Source: an optimization exercise on an open RTL-to-GDS flow (aim: small area, a short achievable clock period and few clock cycles). Production flows keep margins and buffers that such runs may drop. Only the layout flow was run in this run; the RTL was not checked for function there.

===== flow/design.v =====
module npk_gain_rom (
    input  wire [7:0]  vol,
    output reg  [37:0] gain
);
    always @(*) begin
        case (vol)
            8'h80: gain = 38'd0;   
            8'h81: gain = 38'd0;   
            8'h82: gain = 38'd0;   
            8'h83: gain = 38'd0;   
            8'h84: gain = 38'd0;   
            8'h85: gain = 38'd0;   
            8'h86: gain = 38'd0;   
            8'h87: gain = 38'd0;   
            8'h88: gain = 38'd0;   
            8'h89: gain = 38'd0;   
            8'h8a: gain = 38'd0;   
            8'h8b: gain = 38'd0;   
            8'h8c: gain = 38'd0;   
            8'h8d: gain = 38'd0;   
            8'h8e: gain = 38'd0;   
            8'h8f: gain = 38'd0;   
            8'h90: gain = 38'd0;   
            8'h91: gain = 38'd0;   
            8'h92: gain = 38'd0;   
            8'h93: gain = 38'd0;   
            8'h94: gain = 38'd0;   
            8'h95: gain = 38'd0;   
            8'h96: gain = 38'd0;   
            8'h97: gain = 38'd0;   
            8'h98: gain = 38'd0;   
            8'h99: gain = 38'd0;   
            8'h9a: gain = 38'd1;   
            8'h9b: gain = 38'd1;   
            8'h9c: gain = 38'd1;   
            8'h9d: gain = 38'd1;   
            8'h9e: gain = 38'd1;   
            8'h9f: gain = 38'd1;   
            8'ha0: gain = 38'd1;   
            8'ha1: gain = 38'd1;   
            8'ha2: gain = 38'd1;   
            8'ha3: gain = 38'd1;   
            8'ha4: gain = 38'd2;   
            8'ha5: gain = 38'd2;   
            8'ha6: gain = 38'd2;   
            8'ha7: gain = 38'd2;   
            8'ha8: gain = 38'd3;   
            8'ha9: gain = 38'd3;   
            8'haa: gain = 38'd3;   
            8'hab: gain = 38'd4;   
            8'hac: gain = 38'd4;   
            8'had: gain = 38'd5;   
            8'hae: gain = 38'd5;   
            8'haf: gain = 38'd6;   
            8'hb0: gain = 38'd7;   
            8'hb1: gain = 38'd7;   
            8'hb2: gain = 38'd8;   
            8'hb3: gain = 38'd9;   
            8'hb4: gain = 38'd10;   
            8'hb5: gain = 38'd12;   
            8'hb6: gain = 38'd13;   
            8'hb7: gain = 38'd15;   
            8'hb8: gain = 38'd16;   
            8'hb9: gain = 38'd18;   
            8'hba: gain = 38'd21;   
            8'hbb: gain = 38'd23;   
            8'hbc: gain = 38'd26;   
            8'hbd: gain = 38'd29;   
            8'hbe: gain = 38'd33;   
            8'hbf: gain = 38'd37;   
            8'hc0: gain = 38'd41;   
            8'hc1: gain = 38'd46;   
            8'hc2: gain = 38'd52;   
            8'hc3: gain = 38'd58;   
            8'hc4: gain = 38'd66;   
            8'hc5: gain = 38'd74;   
            8'hc6: gain = 38'd83;   
            8'hc7: gain = 38'd93;   
            8'hc8: gain = 38'd104;   
            8'hc9: gain = 38'd117;   
            8'hca: gain = 38'd131;   
            8'hcb: gain = 38'd147;   
            8'hcc: gain = 38'd165;   
            8'hcd: gain = 38'd185;   
            8'hce: gain = 38'd207;   
            8'hcf: gain = 38'd233;   
            8'hd0: gain = 38'd261;   
            8'hd1: gain = 38'd293;   
            8'hd2: gain = 38'd328;   
            8'hd3: gain = 38'd369;   
            8'hd4: gain = 38'd414;   
            8'hd5: gain = 38'd464;   
            8'hd6: gain = 38'd521;   
            8'hd7: gain = 38'd584;   
            8'hd8: gain = 38'd655;   
            8'hd9: gain = 38'd735;   
            8'hda: gain = 38'd825;   
            8'hdb: gain = 38'd926;   
            8'hdc: gain = 38'd1039;   
            8'hdd: gain = 38'd1165;   
            8'hde: gain = 38'd1308;   
            8'hdf: gain = 38'd1467;   
            8'he0: gain = 38'd1646;   
            8'he1: gain = 38'd1847;   
            8'he2: gain = 38'd2072;   
            8'he3: gain = 38'd2325;   
            8'he4: gain = 38'd2609;   
            8'he5: gain = 38'd2927;   
            8'he6: gain = 38'd3285;   
            8'he7: gain = 38'd3685;   
            8'he8: gain = 38'd4135;   
            8'he9: gain = 38'd4640;   
            8'hea: gain = 38'd5206;   
            8'heb: gain = 38'd5841;   
            8'hec: gain = 38'd6554;   
            8'hed: gain = 38'd7353;   
            8'hee: gain = 38'd8250;   
            8'hef: gain = 38'd9257;   
            8'hf0: gain = 38'd10387;   
            8'hf1: gain = 38'd11654;   
            8'hf2: gain = 38'd13076;   
            8'hf3: gain = 38'd14672;   
            8'hf4: gain = 38'd16462;   
            8'hf5: gain = 38'd18471;   
            8'hf6: gain = 38'd20724;   
            8'hf7: gain = 38'd23253;   
            8'hf8: gain = 38'd26090;   
            8'hf9: gain = 38'd29274;   
            8'hfa: gain = 38'd32846;   
            8'hfb: gain = 38'd36854;   
            8'hfc: gain = 38'd41350;   
            8'hfd: gain = 38'd46396;   
            8'hfe: gain = 38'd52057;   
            8'hff: gain = 38'd58409;   
            8'h00: gain = 38'd65536;   
            8'h01: gain = 38'd73533;   
            8'h02: gain = 38'd82505;   
            8'h03: gain = 38'd92572;   
            8'h04: gain = 38'd103868;   
            8'h05: gain = 38'd116541;   
            8'h06: gain = 38'd130762;   
            8'h07: gain = 38'd146717;   
            8'h08: gain = 38'd164619;   
            8'h09: gain = 38'd184706;   
            8'h0a: gain = 38'd207243;   
            8'h0b: gain = 38'd232531;   
            8'h0c: gain = 38'd260904;   
            8'h0d: gain = 38'd292739;   
            8'h0e: gain = 38'd328458;   
            8'h0f: gain = 38'd368536;   
            8'h10: gain = 38'd413504;   
            8'h11: gain = 38'd463959;   
            8'h12: gain = 38'd520571;   
            8'h13: gain = 38'd584090;   
            8'h14: gain = 38'd655360;   
            8'h15: gain = 38'd735326;   
            8'h16: gain = 38'd825049;   
            8'h17: gain = 38'd925721;   
            8'h18: gain = 38'd1038676;   
            8'h19: gain = 38'd1165413;   
            8'h1a: gain = 38'd1307615;   
            8'h1b: gain = 38'd1467168;   
            8'h1c: gain = 38'd1646190;   
            8'h1d: gain = 38'd1847055;   
            8'h1e: gain = 38'd2072430;   
            8'h1f: gain = 38'd2325305;   
            8'h20: gain = 38'd2609035;   
            8'h21: gain = 38'd2927386;   
            8'h22: gain = 38'd3284581;   
            8'h23: gain = 38'd3685360;   
            8'h24: gain = 38'd4135042;   
            8'h25: gain = 38'd4639593;   
            8'h26: gain = 38'd5205710;   
            8'h27: gain = 38'd5840902;   
            8'h28: gain = 38'd6553600;   
            8'h29: gain = 38'd7353260;   
            8'h2a: gain = 38'd8250494;   
            8'h2b: gain = 38'd9257206;   
            8'h2c: gain = 38'd10386756;   
            8'h2d: gain = 38'd11654132;   
            8'h2e: gain = 38'd13076151;   
            8'h2f: gain = 38'd14671683;   
            8'h30: gain = 38'd16461899;   
            8'h31: gain = 38'd18470554;   
            8'h32: gain = 38'd20724303;   
            8'h33: gain = 38'd23253050;   
            8'h34: gain = 38'd26090352;   
            8'h35: gain = 38'd29273856;   
            8'h36: gain = 38'd32845807;   
            8'h37: gain = 38'd36853601;   
            8'h38: gain = 38'd41350421;   
            8'h39: gain = 38'd46395935;   
            8'h3a: gain = 38'd52057095;   
            8'h3b: gain = 38'd58409021;   
            8'h3c: gain = 38'd65536000;   
            8'h3d: gain = 38'd73532601;   
            8'h3e: gain = 38'd82504936;   
            8'h3f: gain = 38'd92572061;   
            8'h40: gain = 38'd103867560;   
            8'h41: gain = 38'd116541319;   
            8'h42: gain = 38'd130761511;   
            8'h43: gain = 38'd146716829;   
            8'h44: gain = 38'd164618989;   
            8'h45: gain = 38'd184705544;   
            8'h46: gain = 38'd207243029;   
            8'h47: gain = 38'd232530503;   
            8'h48: gain = 38'd260903515;   
            8'h49: gain = 38'd292738559;   
            8'h4a: gain = 38'd328458065;   
            8'h4b: gain = 38'd368536011;   
            8'h4c: gain = 38'd413504205;   
            8'h4d: gain = 38'd463959349;   
            8'h4e: gain = 38'd520570952;   
            8'h4f: gain = 38'd584090215;   
            8'h50: gain = 38'd655360000;   
            8'h51: gain = 38'd735326014;   
            8'h52: gain = 38'd825049358;   
            8'h53: gain = 38'd925720605;   
            8'h54: gain = 38'd1038675603;   
            8'h55: gain = 38'd1165413194;   
            8'h56: gain = 38'd1307615111;   
            8'h57: gain = 38'd1467168285;   
            8'h58: gain = 38'd1646189892;   
            8'h59: gain = 38'd1847055438;   
            8'h5a: gain = 38'd2072430287;   
            8'h5b: gain = 38'd2325305028;   
            8'h5c: gain = 38'd2609035153;   
            8'h5d: gain = 38'd2927385590;   
            8'h5e: gain = 38'd3284580654;   
            8'h5f: gain = 38'd3685360109;   
            8'h60: gain = 38'd4135042053;   
            8'h61: gain = 38'd4639593493;   
            8'h62: gain = 38'd5205709519;   
            8'h63: gain = 38'd5840902148;   
            8'h64: gain = 38'd6553600000;   
            8'h65: gain = 38'd7353260142;   
            8'h66: gain = 38'd8250493579;   
            8'h67: gain = 38'd9257206052;   
            8'h68: gain = 38'd10386756026;   
            8'h69: gain = 38'd11654131942;   
            8'h6a: gain = 38'd13076151107;   
            8'h6b: gain = 38'd14671682854;   
            8'h6c: gain = 38'd16461898918;   
            8'h6d: gain = 38'd18470554378;   
            8'h6e: gain = 38'd20724302874;   
            8'h6f: gain = 38'd23253050277;   
            8'h70: gain = 38'd26090351529;   
            8'h71: gain = 38'd29273855895;   
            8'h72: gain = 38'd32845806543;   
            8'h73: gain = 38'd36853601088;   
            8'h74: gain = 38'd41350420528;   
            8'h75: gain = 38'd46395934925;   
            8'h76: gain = 38'd52057095191;   
            8'h77: gain = 38'd58409021482;   
            8'h78: gain = 38'd65536000000;   
            8'h79: gain = 38'd73532601421;   
            8'h7a: gain = 38'd82504935787;   
            8'h7b: gain = 38'd92572060524;   
            8'h7c: gain = 38'd103867560261;   
            8'h7d: gain = 38'd116541319416;   
            8'h7e: gain = 38'd130761511074;   
            8'h7f: gain = 38'd146716828537;   
            default: gain = 38'd0;
        endcase
    end
endmodule
module npk_pass (
    input  wire        clk,
    input  wire        rst,
    input  wire        start,
    input  wire [6:0]  start_len,
    input  wire [7:0]  start_vol,
    input  wire        start_dither,
    output wire        ready,
    input  wire        in_valid,
    input  wire [15:0] in_data,
    output wire        in_ready,
    input  wire [15:0] draw_data,
    output reg         draw_ack,
    output reg         out_valid,
    output reg  [15:0] out_data,
    output wire        done,
    output wire [6:0]  done_len
);
    localparam S_IDLE = 4'd0;
    localparam S_LOAD = 4'd1;
    localparam S_PEAK = 4'd2;
    localparam S_MUL  = 4'd3;
    localparam S_DIV  = 4'd4;
    localparam S_WB   = 4'd5;
    localparam S_TRIM = 4'd6;
    localparam S_SEED = 4'd7;
    localparam S_DITH = 4'd8;
    localparam S_OUT  = 4'd9;
    localparam S_DONE = 4'd10;
    localparam CAP  = 64;        
    localparam DIVW = 53;        
    reg [3:0] state;
    reg signed [17:0] mem [0:CAP-1];
    reg [6:0]  len;
    reg        dither;
    reg [37:0] gain;
    reg [6:0]  k;                
    reg [16:0] pp;               
    reg [16:0] pn;               
    reg [16:0] peak_n;           
    reg [15:0] peak_d;           
    reg [DIVW-1:0] divd;         
    reg [16:0]     rem;
    reg [5:0]      div_cnt;
    reg            neg;
    reg signed [17:0] wval;
    reg        found;
    reg [6:0]  head;
    reg [6:0]  tail;
    reg [6:0]  base;
    reg [6:0]  nlen;
    reg [6:0]  j;
    reg [15:0] dprev;
    wire [37:0] rom_gain;
    npk_gain_rom u_rom (.vol(start_vol), .gain(rom_gain));
    assign ready    = (state == S_IDLE);
    assign in_ready = (state == S_LOAD);
    assign done     = (state == S_DONE);
    assign done_len = nlen;
    wire signed [17:0] cur     = mem[k[5:0]];
    wire [16:0]        cur_mag = cur[17] ? -cur[16:0] : cur[16:0];
    wire [30:0]        a_prod  = cur_mag * peak_d;
    wire [68:0]        x_prod  = a_prod * gain;
    wire [17:0]        rem_sh  = {rem, divd[DIVW-1]};
    wire               rem_ge  = (rem_sh >= {1'b0, peak_n});
    wire [17:0]        rem_dif = rem_sh - {1'b0, peak_n};
    wire [16:0]        rem_nx  = rem_ge ? rem_dif[16:0] : rem_sh[16:0];
    wire [16:0]        q_sat   = (divd[DIVW-1:16] != 0) ? 17'd65535 : {1'b0, divd[15:0]};
    wire signed [17:0] w_norm  = neg ? -$signed({1'b0, q_sat}) : $signed({1'b0, q_sat});
    wire [17:0]        w_mag   = wval[17] ? -wval : wval;
    wire               loud    = (w_mag >= 18'd2047);
    wire [6:0]         didx    = base + j;
    wire signed [17:0] dsrc    = mem[didx[5:0]];
    wire signed [16:0] ddiff   = $signed({1'b0, dprev}) - $signed({1'b0, draw_data});
    wire [16:0]        ddmag   = ddiff[16] ? -ddiff : ddiff;
    wire [16:0]        dq      = {4'd0, ddmag[16:4]};
    wire signed [16:0] noise   = dither ? (ddiff[16] ? -$signed(dq) : $signed(dq)) : 17'sd0;
    wire signed [18:0] dsum    = dsrc + $signed({{2{noise[16]}}, noise});
    wire signed [15:0] dclamp  = (dsum > 19'sd32767)  ? 16'sh7fff :
                                 (dsum < -19'sd32768) ? 16'sh8000 : dsum[15:0];
    wire [6:0]         oidx    = base + j;
    wire [6:0]         oidx2   = base + j + 7'd2;
    wire signed [15:0] o0      = mem[oidx[5:0]][15:0];
    wire signed [15:0] o2      = mem[oidx2[5:0]][15:0];
    wire signed [16:0] osum    = o0 + o2;
    wire [16:0]        omag    = osum[16] ? -osum : osum;
    wire [16:0]        ohalf   = {1'b0, omag[16:1]};
    wire signed [16:0] oavg    = osum[16] ? -$signed(ohalf) : $signed(ohalf);
    wire               blend   = (j[4:0] == 5'd30) && ({1'b0, j} + 8'd2 < {1'b0, nlen});
    wire [16:0] in_mag = in_data[15] ? -{in_data[15], in_data} : {1'b0, in_data};
    always @(*) begin
        draw_ack  = 1'b0;
        out_valid = 1'b0;
        out_data  = 16'd0;
        case (state)
            S_SEED: draw_ack = dither;
            S_DITH: draw_ack = dither && (j != nlen);
            S_OUT: begin
                out_valid = (j != nlen);
                out_data  = blend ? oavg[15:0] : o0;
            end
            default: ;
        endcase
    end
    always @(posedge clk) begin
        if (rst) begin
            state <= S_IDLE;
            nlen  <= 7'd0;
        end else begin
            case (state)
                S_IDLE: begin
                    if (start) begin
                        len    <= start_len;
                        dither <= start_dither;
                        gain   <= rom_gain;
                        k      <= 7'd0;
                        pp     <= 17'd0;
                        pn     <= 17'd0;
                        state  <= (start_len == 7'd0) ? S_PEAK : S_LOAD;
                    end
                end
                S_LOAD: begin
                    if (in_valid) begin
                        mem[k[5:0]] <= {{2{in_data[15]}}, in_data};
                        if (in_data[15]) begin
                            if (in_mag > pn) pn <= in_mag;
                        end else begin
                            if (in_mag > pp) pp <= in_mag;
                        end
                        k <= k + 7'd1;
                        if (k == len - 7'd1)
                            state <= S_PEAK;
                    end
                end
                S_PEAK: begin
                    if ({pn, 15'd0} - {15'd0, pn} > {pp, 15'd0}) begin
                        peak_n <= pn;
                        peak_d <= 16'd32768;
                    end else begin
                        peak_n <= pp;
                        peak_d <= 16'd32767;
                    end
                    k     <= 7'd0;
                    found <= 1'b0;
                    head  <= 7'd0;
                    tail  <= 7'd0;
                    state <= (len == 7'd0) ? S_TRIM : S_MUL;
                end
                S_MUL: begin
                    neg <= cur[17];
                    if (peak_n == 17'd0) begin
                        wval  <= cur;
                        state <= S_WB;
                    end else begin
                        divd    <= x_prod[68:16];
                        rem     <= 17'd0;
                        div_cnt <= 6'd0;
                        state   <= S_DIV;
                    end
                end
                S_DIV: begin
                    divd    <= {divd[DIVW-2:0], rem_ge};
                    rem     <= rem_nx;
                    div_cnt <= div_cnt + 6'd1;
                    if (div_cnt == DIVW - 1)
                        state <= S_WB;
                end
                S_WB: begin
                    if (peak_n != 17'd0) begin
                        mem[k[5:0]] <= w_norm;
                        if (q_sat >= 17'd2047) begin
                            if (!found) head <= k;
                            found <= 1'b1;
                            tail  <= k;
                        end
                    end else begin
                        if (loud) begin
                            if (!found) head <= k;
                            found <= 1'b1;
                            tail  <= k;
                        end
                    end
                    k <= k + 7'd1;
                    state <= (k == len - 7'd1) ? S_TRIM : S_MUL;
                end
                S_TRIM: begin
                    if (found) begin
                        base <= head;
                        nlen <= tail - head + 7'd1;
                    end else begin
                        base <= 7'd0;
                        nlen <= len;
                    end
                    j     <= 7'd0;
                    state <= S_SEED;
                end
                S_SEED: begin
                    dprev <= draw_data;
                    state <= S_DITH;
                end
                S_DITH: begin
                    if (j == nlen) begin
                        j     <= 7'd0;
                        state <= S_OUT;
                    end else begin
                        mem[didx[5:0]] <= {{2{dclamp[15]}}, dclamp};
                        dprev <= draw_data;
                        j     <= j + 7'd1;
                    end
                end
                S_OUT: begin
                    if (j == nlen)
                        state <= S_DONE;
                    else
                        j <= j + 7'd1;
                end
                S_DONE: begin
                    state <= S_IDLE;
                end
                default: state <= S_IDLE;
            endcase
        end
    end
endmodule

===== flow/constraint.sdc =====
create_clock -name core_clock -period 20.0 [get_ports {clk}]
set_input_delay 4.0000 -clock core_clock [delete_from_list [all_inputs] [get_ports {clk}]]
set_output_delay 4.0000 -clock core_clock [all_outputs]
set_load 0.01 [all_outputs]

===== flow/config.mk =====
export PLATFORM = sky130hd
export DESIGN_NAME = npk_pass
export DESIGN_NICKNAME = npk_pass
export VERILOG_FILES = /design/flow/design.v
export SDC_FILE = /design/flow/constraint.sdc
export NUM_CORES = 4
export LEC_CHECK = 0
export CAP_MARGIN = 20
export CORE_MARGIN = 2
export CORE_UTILIZATION = 40
export SLEW_MARGIN = 20
export SYNTH_MEMORY_MAX_BITS = 16384

===== flow/run.sh =====
#!/bin/bash
# synth_recipe.tcl (not shown) runs the flow's synth.tcl, then flattens the netlist and writes it again
# the make line also repeats each setting of config.mk as NAME=value (left out here)
make -C /OpenROAD-flow-scripts/flow DESIGN_CONFIG=/design/flow/config.mk WORK_HOME=/design/flow/orfs CLKGATE_MAP_FILE= SYNTH_SCRIPT=/design/flow/synth_recipe.tcl finish

==> run_results.csv <==
group,metric,value,unit
sta,setup_viol,0,
synth,synth_ff_type,"edfxtp_1",
job,maxCapViolCount,0,
critical_path,startpoint_type,"register",
worst_hold_path,whs_path_depth,2,
sta,period_share,0.949,
outcome,status,"complete, no violations",
synth,synth_top_area_frac,0.324,
finish,area.growth.synth_to_final,9.04,%
synth,syn_inst,10900,
sta,finalClockSkew,0.0794,ns
critical_path,r2r-end,"divd[31]",
synth,synth_commonest_cells,"1,451 x inv_1, 1,397 x edfxtp_1, 1,288 x nand2_1, 1,175 x fa_1, 1,007 x mux4_2",
drt,routedWlPerCell,28.7,µm
critical_path,r2r_slack,1.02,ns
synth,ys_seq_elements,1414,
critical_path,crit_type,"reg2reg",
cts,clk_latency,0.87,ns
cts,cts_setup_buffers,0,
critical_path,cp_slowest_stage_delay,1.02,ns
critical_path,cp_max_fo,46,
die,die_w,573,µm
cts,max-clock-path-buffers,3,
place,place_hpwl,309000,µm
place,place_congestion,0.982,
sta,rsz0062_at_grt,"false",
grt,grt_start_max_net_pins,112,
worst_hold_path,hp-class,"reg2reg",
synth,synth_area_per_cell,11.9,µm²
drt,avgViaCountPerCell,6.13,
sta,fin_setup_tns,0,ns
cts,ctsHoldBuffers,0,
drt,drc,0,
synth,synthArstFlopShare,0,
grt,grt_pass1_vias,96000,
critical_path,cpMaxStageDelayCell,"dfxtp_4",
finish,fin_area,141000,µm²
critical_path,crit_required,20.50,ns
cts,ctsRootBufferMaster,"clkbuf_16",
place,portBuffers,79,
grt,globalRouteOverflowTotal,0,
critical_path,crit_family,"adder cells",
grt,gr-usage-all-layers,0.263,
cts,numCtsBuffers,158,
synth,yosysUniqueCellTypes,104,
place,place_area,136000,µm²
critical_path,crit_buf_inv,10,
synth,synthTopCellsByArea,"edfxtp_1 32%, fa_1 18%, mux4_2 18%, ha_1 5.2%, inv_1 4.2%",
worst_hold_path,min_to,"nlen[1]",
sta,slew_violations,0,
die,initial_core_util,0.403,
grt,grt_busiest_layer,"met2",
critical_path,critical_path_arrival,19.48,ns
synth,syn-cell-area,130000,µm²
cts,clk_pin_slew,0.06,ns
drt,drtIter0Drc,10600,
cts,cts_sinks,1414,
die,ioPinCount,80,
grt,grtUsageMet2,0.417,
synth,ys_seq_area_frac,0.326,
grt,antenna_found_initial,20,
die,fp.dieH,573,µm
sta,timing.final.hold_violations,0,
worst_hold_path,hold_start,"nlen[1]",
critical_path,critPathMostFrequentCell,"fa_1",
cts,cts_resized,0,
critical_path,worstSetupEndpointType,"register",
sta,tightest_slew,1.31,ns
drt,antenna_left,0,
synth,yosysMostFrequentCell,"inv_1",
critical_path,r2r_cells,60,
die,coreArea,322000,µm²
sta,period_minus_slack,18.98,ns
die,dieArea,328000,µm²
finish,drive_above_1_share,0.164,
grt,grt_pass1_wl,643000,µm
critical_path,cp.depth,60,
finish,layout.nets,12500,
synth,synth_edf_count,1397,
synth,synth_top_area_cell,"edfxtp_1",
drt,drt_wl_total,435000,µm
sta,relSlewSlack,0.119,
cts,htree_num_levels,4,
synth,synth_warnings,2,
drt,vias,93000,
drt,firstDrtPassIters,6,
cts,cts_tree,"built",
die,fp-row-count,208,
sta,fmax,0.0527,GHz
grt,gr-usage-met3,0.0486,
grt,grtUsageMet1,0.345,
-- registers in the layout, summed over array words and instances (netlist names), 2 cells and up, named ones only --
name,count
wval,18
tail,7
divd,53
k,7
mem,1152
head,7
pp,17
peak_d,2
peak_n,17
base,6
nlen,7
state,4
div_cnt,6
gain,38
len,7
dprev,16
rem,17
j,7
pn,17
-- worst max-delay path by stage --
stage,start,end,slack (ns)
global route,register,divd[31],0.13
floorplan,register,divd[45],3.83
CTS,register,divd[31],0.78
global placement,register,divd[31],1.05
finish,register,divd[31],1.02
detailed placement,register,divd[31],0.96
-- cell families (layout without fill, tap and decap cells) --
group                      Yosys count  count (layout)  synth area share
and+or+nand+nor                   2770            2770            0.0976
buffers and inverters             2184            2119            0.0661
adders and majority gates         1722            1722             0.234
DFF                               1414            1414             0.326
AOI/OAI and AO/OA                 1346            1346            0.0655
muxes                             1203            1203             0.191
xor gates and xnor gates           274             274            0.0188
other                                1              13         0.0000290
-- worst reg2reg max path: cells and delay by family (launching register included) --
kind | cells | cell delay (ns)
and+or+nand+nor | 12 | 2.43
muxes | 3 | 1.11
buffers and inverters | 10 | 1.46
AOI/OAI and AO/OA | 15 | 3.91
adders and majority gates | 16 | 7.54
xor gates and xnor gates | 4 | 1.14
DFF | 1 | 1.02
-- through the flow --
stage / setup WS (ns) / cells / utilization / hold WS [ns]
5_1_grt: 0.130 / 15200 / 0.439 / 0.586
4_1_cts: 0.780 / 15200 / 0.439 / 0.543
2_1_floorplan: 3.83 / 10900 / - / 0.512
3_5_place_dp: 0.963 / 14900 / 0.422 / 0.534
3_3_place_gp: 1.05 / 14900 / 0.422 / 0.532
6_report: 1.02 / 15200 / 0.439 / 0.539
-- layout by cell type, fill, tap and decap left out, types with 26 or more instances in the layout --
master	instances
inv_1	1450
edfxtp_1	1397
nand2_1	1287
fa_1	1173
mux4_2	1007
ha_1	541
nor2_1	447
a21oi_1	397
buf_4	279
o21ai_0	278
and2_1	254
xnor2_1	173
mux2i_1	160
clkbuf_16	158
nand3_1	121
nor3_1	105
a211oi_1	103
nand2b_1	98
a21o_1	90
nor2b_1	78
clkdlybuf4s50_1	74
nand4_1	73
xor2_1	72
nor2_2	71
and3_1	62
a31oi_1	58
o211ai_1	45
nor4_1	39
or3_1	38
clkinv_1	34
o22ai_1	34
o31ai_1	33
mux2_2	31
o21a_1	30
clkbuf_1	26
-- per-layer routing --
metal,part of all wire,routed length [µm],vias to the layer above
met5,0.000060,26,-
met4,0.062,26800,6
met3,0.10,43900,1106
met2,0.46,201000,5399
met1,0.38,164000,48200
li1,-,-,38300
-- layout make-up --
| type | instances | area, µm² |
|---|---|---|
| multi-input cells | 7319 | 79500 |
| fillers | 29300 | 180000 |
| inverters | 1461 | 5490 |
| clock buffers | 188 | 4110 |
| diodes | 9 | 22.5 |
| repair buffers | 372 | 3140 |
| well taps | 4305 | 5390 |
| clock inverters | 98 | 1320 |
| flip-flops and latches | 1414 | 42300 |

-- static timing again, ports no longer ideal --
No port has a modelled driver above. Below, the same layout with a new extraction and two added sets of constraints. Step 1 (the two cells are an assumption about what drives the block):
set clk [get_ports {clk}]
set_driving_cell -lib_cell sky130_fd_sc_hd__clkbuf_16 $clk
set_driving_cell -lib_cell sky130_fd_sc_hd__buf_2 [delete_from_list [all_inputs] $clk]
Step 2 adds t to the input delays and takes it off the output delays; t is the mean of the earliest and latest rising clock arrival at the registers after step 1. Input paths then give back, and output paths get back, about the clock's delay inside the block. Three values: no drivers, after step 1, after step 2; two values: the first two.
shift t [ns]: 0.909
slack for setup (ns): 1.021 / 1.021 / 1.021
worst setup path after step 2: register to register
cell pins on the clock port's net: 1
After both steps setup and hold are still met in this run. For this run, drivers alone change the setup slack by 0.000 ns; drivers and shift together by 0.000 ns.
